From an optimization exercise on the open Yosys and OpenROAD flow, aimed at small area; shortcuts taken in it are not production practice. Only simulation tests tie the RTL to the original design; equivalence was not proved. Power and IR drop assume default switching activity.

==> v1: inputs <==
## trinket_core
module trinket_core (
    input  wire        clk,
    input  wire        rst,           
    input  wire        cmd_valid,
    input  wire [2:0]  cmd_op,
    input  wire [15:0] cmd_arg,
    output wire        cmd_ready,
    output wire [15:0] imem_addr,
    input  wire [15:0] imem_rdata,
    output wire [15:0] dmem_addr,
    output wire        dmem_we,
    output wire [15:0] dmem_wdata,
    input  wire [15:0] dmem_rdata,
    input  wire [2:0]  dbg_sel,
    output wire [15:0] dbg_data,
    output wire [15:0] pc_out,
    output wire        bp_hit
);
    localparam CMD_STEP   = 3'd0;
    localparam CMD_RUN    = 3'd1;
    localparam CMD_SETPC  = 3'd2;
    localparam CMD_ADDBP  = 3'd3;
    localparam CMD_DELBP  = 3'd4;
    localparam CMD_CLRREG = 3'd5;
    localparam OP_ADD  = 3'd0;
    localparam OP_ADDI = 3'd1;
    localparam OP_NAND = 3'd2;
    localparam OP_LUI  = 3'd3;
    localparam OP_SW   = 3'd4;
    localparam OP_LW   = 3'd5;
    localparam OP_BEQ  = 3'd6;
    localparam OP_JALR = 3'd7;
    localparam S_IDLE = 4'd0;    
    localparam S_CLR  = 4'd1;    
    localparam S_LDT  = 4'd2;    
    localparam S_ADD1 = 4'd3;    
    localparam S_ADD2 = 4'd4;    
    localparam S_DEL  = 4'd5;    
    localparam S_DEC  = 4'd6;    
    localparam S_EX1  = 4'd7;    
    localparam S_JAL2 = 4'd8;    
    localparam S_MEM  = 4'd9;    
    localparam S_LWWR = 4'd10;   
    localparam S_PC   = 4'd11;   
    localparam S_PL   = 4'd12;   
    localparam S_BPC  = 4'd13;   
    reg  [5:0]   ph;
    reg  [3:0]   st;
    reg          arm;        
    reg          c;          
    reg          f;          
    reg          g;          
  ...
Settings: LEC_CHECK=0, CAP_MARGIN=20, CORE_MARGIN=2, CORE_UTILIZATION=65, PLACE_DENSITY=0.78, SLEW_MARGIN=20; clock period 10.0 ns.
standard.sh (not shown) runs the stock make flow with config.mk's settings and CLKGATE_MAP_FILE= SYNTH_SCRIPT=/design/flow/synth_recipe.tcl, a recipe that flattens the netlist after the stock synthesis.
==> flow/flow/run.sh <==
#!/bin/bash
# Standard layout, with small port buffers and a lighter clock tree.
set -euo pipefail
bash standard.sh \
  "BUFFER_PORTS_ARGS=-buffer_cell sky130_fd_sc_hd__buf_1" \
  "CTS_ARGS=-sink_clustering_enable -repair_clock_nets -buf_list sky130_fd_sc_hd__clkbuf_8 -sink_clustering_size 24 -sink_clustering_max_diameter 30 -dont_use_dummy_load" \
  finish > make_finish.log 2>&1
==> v10 (differences from v1) <==
==> flow/flow/run.sh (replaced) <==
#!/bin/bash
# Own layout flow:
#  1. the standard synthesis (standard.sh synth), unchanged;
#  2. its combinational logic re-mapped for area with a deeper ABC script (four
#     search seeds in parallel, the smallest result kept); every
#     flip-flop instance of step 1 is kept as it is (same cells, same names);
#  3. the standard ORFS flow from floorplan to finish on that netlist, with
#     buf_1 port buffers and a clock tree of clkbuf_4 cells.
# Each tool writes its full output to a log file in this folder.
set -euo pipefail
HERE=$(pwd)
LIB=$FLOW_HOME/platforms/$FLOW_PLATFORM/lib/sky130_fd_sc_hd__tt_025C_1v80.lib
RES=$HERE/orfs/results/$FLOW_PLATFORM/trinket_core/base
YOSYS=$FLOW_HOME/../tools/install/yosys/bin/yosys
[[ -x $YOSYS ]] || YOSYS=yosys

bash standard.sh synth > log_1_standard_synth.log 2>&1
cp "$RES/1_2_yosys.v" "$HERE/standard_synth.v"

python3 flow/gen_models.py "$LIB" "$HERE/cell_models.v" > log_2_gen_models.log 2>&1
DU=$(sed -n '/^export DONT_USE_CELLS/,/^#/p' "$FLOW_HOME/platforms/$FLOW_PLATFORM/config.mk" \
     | grep -o 'sky130_fd_sc_hd__[a-z0-9_]*' | sed 's/^/-dont_use /' | tr '\n' ' ')
# Re-map with four seeds of the ABC search in parallel; keep the smallest result.
for S in 0 1 2 3; do
  sed "s/&deepsyn -T 120/\&deepsyn -T 120 -S $S/" flow/deep.abc > deep_s$S.abc
  cat > remap_s$S.ys <<EOT
read_liberty -lib $LIB
read_verilog -overwrite $HERE/cell_models.v
read_verilog $HERE/standard_synth.v
hierarchy -top $FLOW_TOP
flatten
simplemap
opt -purge
opt_clean -purge
abc -liberty $LIB $DU -script $HERE/deep_s$S.abc
splitnets
opt_clean -purge
hilomap -singleton -hicell sky130_fd_sc_hd__conb_1 HI -locell sky130_fd_sc_hd__conb_1 LO
insbuf -buf sky130_fd_sc_hd__buf_4 A X
check
tee -o $HERE/remap_s$S.stat stat -liberty $LIB
write_verilog -noattr -nohex -nodec $HERE/remapped_s$S.v
EOT
  $YOSYS -s remap_s$S.ys > log_3_remap_yosys_s$S.log 2>&1 &
done
wait
BEST=$(for S in 0 1 2 3; do
  if [[ -s remapped_s$S.v && -s remap_s$S.stat ]]; then
    a=$(grep -o "Chip area for module .* [0-9.]*" remap_s$S.stat | grep -o "[0-9.]*$" || true)
    [[ -n "$a" ]] && echo "$a $S"
  fi
done | sort -n | head -1 | cut -d' ' -f2)
echo "best seed $BEST" > log_3_remap_choice.log
for S in 0 1 2 3; do grep "Chip area" remap_s$S.stat >> log_3_remap_choice.log || true; done
cp "$HERE/remapped_s$BEST.v" "$HERE/remapped.v"
cp "$HERE/remapped.v" "$RES/1_2_yosys.v"
rm -f "$RES/1_synth.odb"

bash standard.sh \
  "BUFFER_PORTS_ARGS=-buffer_cell sky130_fd_sc_hd__buf_1" \
  "CTS_ARGS=-sink_clustering_enable -repair_clock_nets -buf_list sky130_fd_sc_hd__clkbuf_4 -sink_clustering_size 10 -sink_clustering_max_diameter 30 -dont_use_dummy_load" \
  finish > log_4_finish.log 2>&1
==> flow/flow/deep.abc (new file) <==
strash
&get -n
&deepsyn -T 120
&put
&get -n
&dch -f
&nf -R 1000 -p -F 10 -C 32
&put
topo
==> flow/flow/gen_models.py (new file) <==
#!/usr/bin/env python3
"""Write Verilog models of the combinational cells of a liberty file.
usage: gen_models.py LIB OUT.v"""
import re, sys
lib = open(sys.argv[1]).read()
out = []
for m in re.finditer(r'\n    cell \("([^"]+)"\) \{', lib):
    name = m.group(1)
    start = m.end()
    nxt = lib.find('\n    cell ("', start)
    body = lib[start:nxt if nxt > 0 else len(lib)]
    if re.search(r'\n        (ff|latch|statetable) ?\(', body) or 'three_state' in body:
        continue
    pins = []
    for pm in re.finditer(r'\n        pin \("([^"]+)"\) \{', body):
        pstart = pm.end()
        pn = re.search(r'\n        pin \("', body[pstart:])
        pbody = body[pstart:pstart + pn.start()] if pn else body[pstart:]
        d = re.search(r'\n            direction : "?(\w+)"?;', pbody)
        f = re.search(r'\n            function : "([^"]*)";', pbody)
        pins.append((pm.group(1), d.group(1) if d else None, f.group(1) if f else None))
    outs = [p for p in pins if p[1] == 'output']
    ins = [p for p in pins if p[1] == 'input']
    if not outs or any(p[2] is None or p[2] == '' for p in outs):
        continue
    ports = [p[0] for p in ins] + [p[0] for p in outs]
    s = f"module {name} ({', '.join(ports)});\n"
    for p in ins:
        s += f"  input {p[0]};\n"
    for p in outs:
        s += f"  output {p[0]};\n"
        s += f"  assign {p[0]} = {p[2].replace('!', '~')};\n"
    s += "endmodule\n"
    out.append(s)
open(sys.argv[2], 'w').write(''.join(out))
print(len(out), 'models')
--- a/flow/config.mk
+++ b/flow/config.mk
@@ -5,8 +5,8 @@
 export SDC_FILE = /design/flow/constraint.sdc
 export NUM_CORES = 4
 export LEC_CHECK = 0
 export CAP_MARGIN = 20
 export CORE_MARGIN = 2
-export CORE_UTILIZATION = 65
-export PLACE_DENSITY = 0.78
+export CORE_UTILIZATION = 75
+export PLACE_DENSITY = 0.84
 export SLEW_MARGIN = 20
==> v7 (differences from v1) <==
--- a/flow/design.v
+++ b/flow/design.v
@@ -83,12 +83,13 @@
     wire [31:0] mm   = {m, m} << p;
     wire        x1s  = m[0];
     wire [15:0] mb   = xr[rb_];
     wire        x2s  = mb[0];
     wire        is_lui = (opcode == OP_LUI);
-    wire [15:0] immv   = is_lui ? {instr[9:0], 6'd0} : {9'd0, instr[6:0]};
-    wire        imm_s  = immv[p];
+    wire [3:0]  iidx   = p + (is_lui ? 4'd10 : 4'd0);
+    wire        iin    = is_lui ? (p >= 4'd6) : (p < 4'd7);
+    wire        imm_s  = iin & instr[iidx];
     wire        pc_s   = pc[p];
     wire        rd_s   = dmem_rdata[p];
     reg  oa, ob, cin0;
     reg  xwe, xclr, wbit;
     reg  aen, ain;
@@ -147,22 +148,21 @@
             end
             S_BPC: d = pc_s ^ bp[0];
             default: ;
         endcase
     end
-    wire a_sh   = ~idle & aen;
-    wire a_hold = ~idle & ~aen;
     integer r;
     always @(posedge clk) begin
         for (r = 1; r < 8; r = r + 1)
             xs[16*r-1 -: 16] <= {(xclr ? 1'b0 : (xwe && ra == r) ? wbit : xs[16*r-16]),
                                  xs[16*r-1 -: 15]};
         bp <= {bpin, bp[63:1]};
         T  <= {tin, T[15:1]};
         c  <= co;
         f  <= p15 ? 1'b0 : (f | d);
-        A <= ({16{idle}} & cmd_arg) | ({16{a_sh}} & {ain, A[15:1]}) | ({16{a_hold}} & A);
+        if (idle)      A <= cmd_arg;
+        else if (aen)  A <= {ain, A[15:1]};
         if (st == S_PL) pc <= A;
         if (rst) begin
             ph  <= 6'd0;
             st  <= S_CLR;
             arm <= 1'b0;
==> flow/run.sh (new file) <==
#!/bin/bash
# synth_recipe.tcl (not shown) runs the flow's synth.tcl, then flattens the netlist and writes it again
# the make line also repeats each setting of config.mk as NAME=value (left out here)
make -C /OpenROAD-flow-scripts/flow DESIGN_CONFIG=/design/flow/config.mk WORK_HOME=/design/flow/orfs CLKGATE_MAP_FILE= SYNTH_SCRIPT=/design/flow/synth_recipe.tcl finish
--- a/flow/config.mk
+++ b/flow/config.mk
@@ -5,8 +5,8 @@
 export SDC_FILE = /design/flow/constraint.sdc
 export NUM_CORES = 4
 export LEC_CHECK = 0
 export CAP_MARGIN = 20
 export CORE_MARGIN = 2
-export CORE_UTILIZATION = 65
-export PLACE_DENSITY = 0.78
+export CORE_UTILIZATION = 40
+export PLACE_DENSITY = 0.6
 export SLEW_MARGIN = 20
removed: flow/flow/run.sh
removed: flow/standard.sh
==> notes <==
- Synthesized cell count, highest first: v7, v1, v10.
- v10 finished with timing, DRC and antenna clean. v7 produced a clean layout. v1 went through all stages and came out clean.
- The lowest total power belongs to v10, the highest to v1.
- The highest worst setup slack belongs to v10, the lowest to v7.
- Critical path depth, highest first: v10, v7, v1.
- The highest combinational power belongs to v1, the lowest to v10.
- Clock power: v7 is larger than v10 (92%).
==> figures <==
	v7	v10	v1
Flip-flop and latch share of the layout cell area	0.436	0.565	0.491
Cell Count Post-Placement	1295	1023	1073
Cell area after synthesis	0.00982 mm2	0.00845 mm2	0.00949 mm2
Starting density of the core	0.406	0.772	0.658
Beginning of the worst hold path	bp[18]	bp[39]	bp[31]
F_max	0.116 GHz	0.132 GHz	0.125 GHz
Hold WS	312 ps	280 ps	284 ps
Outcome	complete, no violations	complete, no violations	complete, no violations
Die X-Extent	161 um	110 um	125 um
R2R Path Start	st[0]	ph[1]	st[0]
Power attributed to sequential cells	0.000997 W	0.00106 W	0.00112 W
Number of filler instances in the final layout	2131	667	1006
Share of the core filled with cells in the final layout	0.498	0.823	0.718
Num rows	57	38	44

## what the ideal ports hide
No port has a modelled driver above. Below, the same layouts with a new extraction and two added sets of constraints.
Step 1 (the two cells are an assumption about what drives the block):
set clk [get_ports {clk}]
set_driving_cell -lib_cell sky130_fd_sc_hd__clkbuf_16 $clk
set_driving_cell -lib_cell sky130_fd_sc_hd__buf_2 [delete_from_list [all_inputs] $clk]
Step 2, shift: input delay + t, output delay - t, t = (earliest + latest rising clock arrival at the registers) / 2. This alone moves slack from input paths to output paths.
a / b / c = ideal ports / drivers / drivers and shift; a / b = the first two.
run | t (ns) | setup WS [ns] | latest minus earliest clock arrival (ns)
v1 | 0.538 | 1.971 / 1.944 / 1.944 | 0.064 / 0.065
v10 | 0.606 | 2.411 / 2.378 / 2.378 | 0.105 / 0.104
v7 | 0.569 | 1.389 / 1.332 / 1.332 | 0.030 / 0.030
After both steps setup and hold are still met in every run listed. For v7, which loses most, drivers alone change the setup slack by -0.057 ns; drivers and shift together by -0.057 ns.
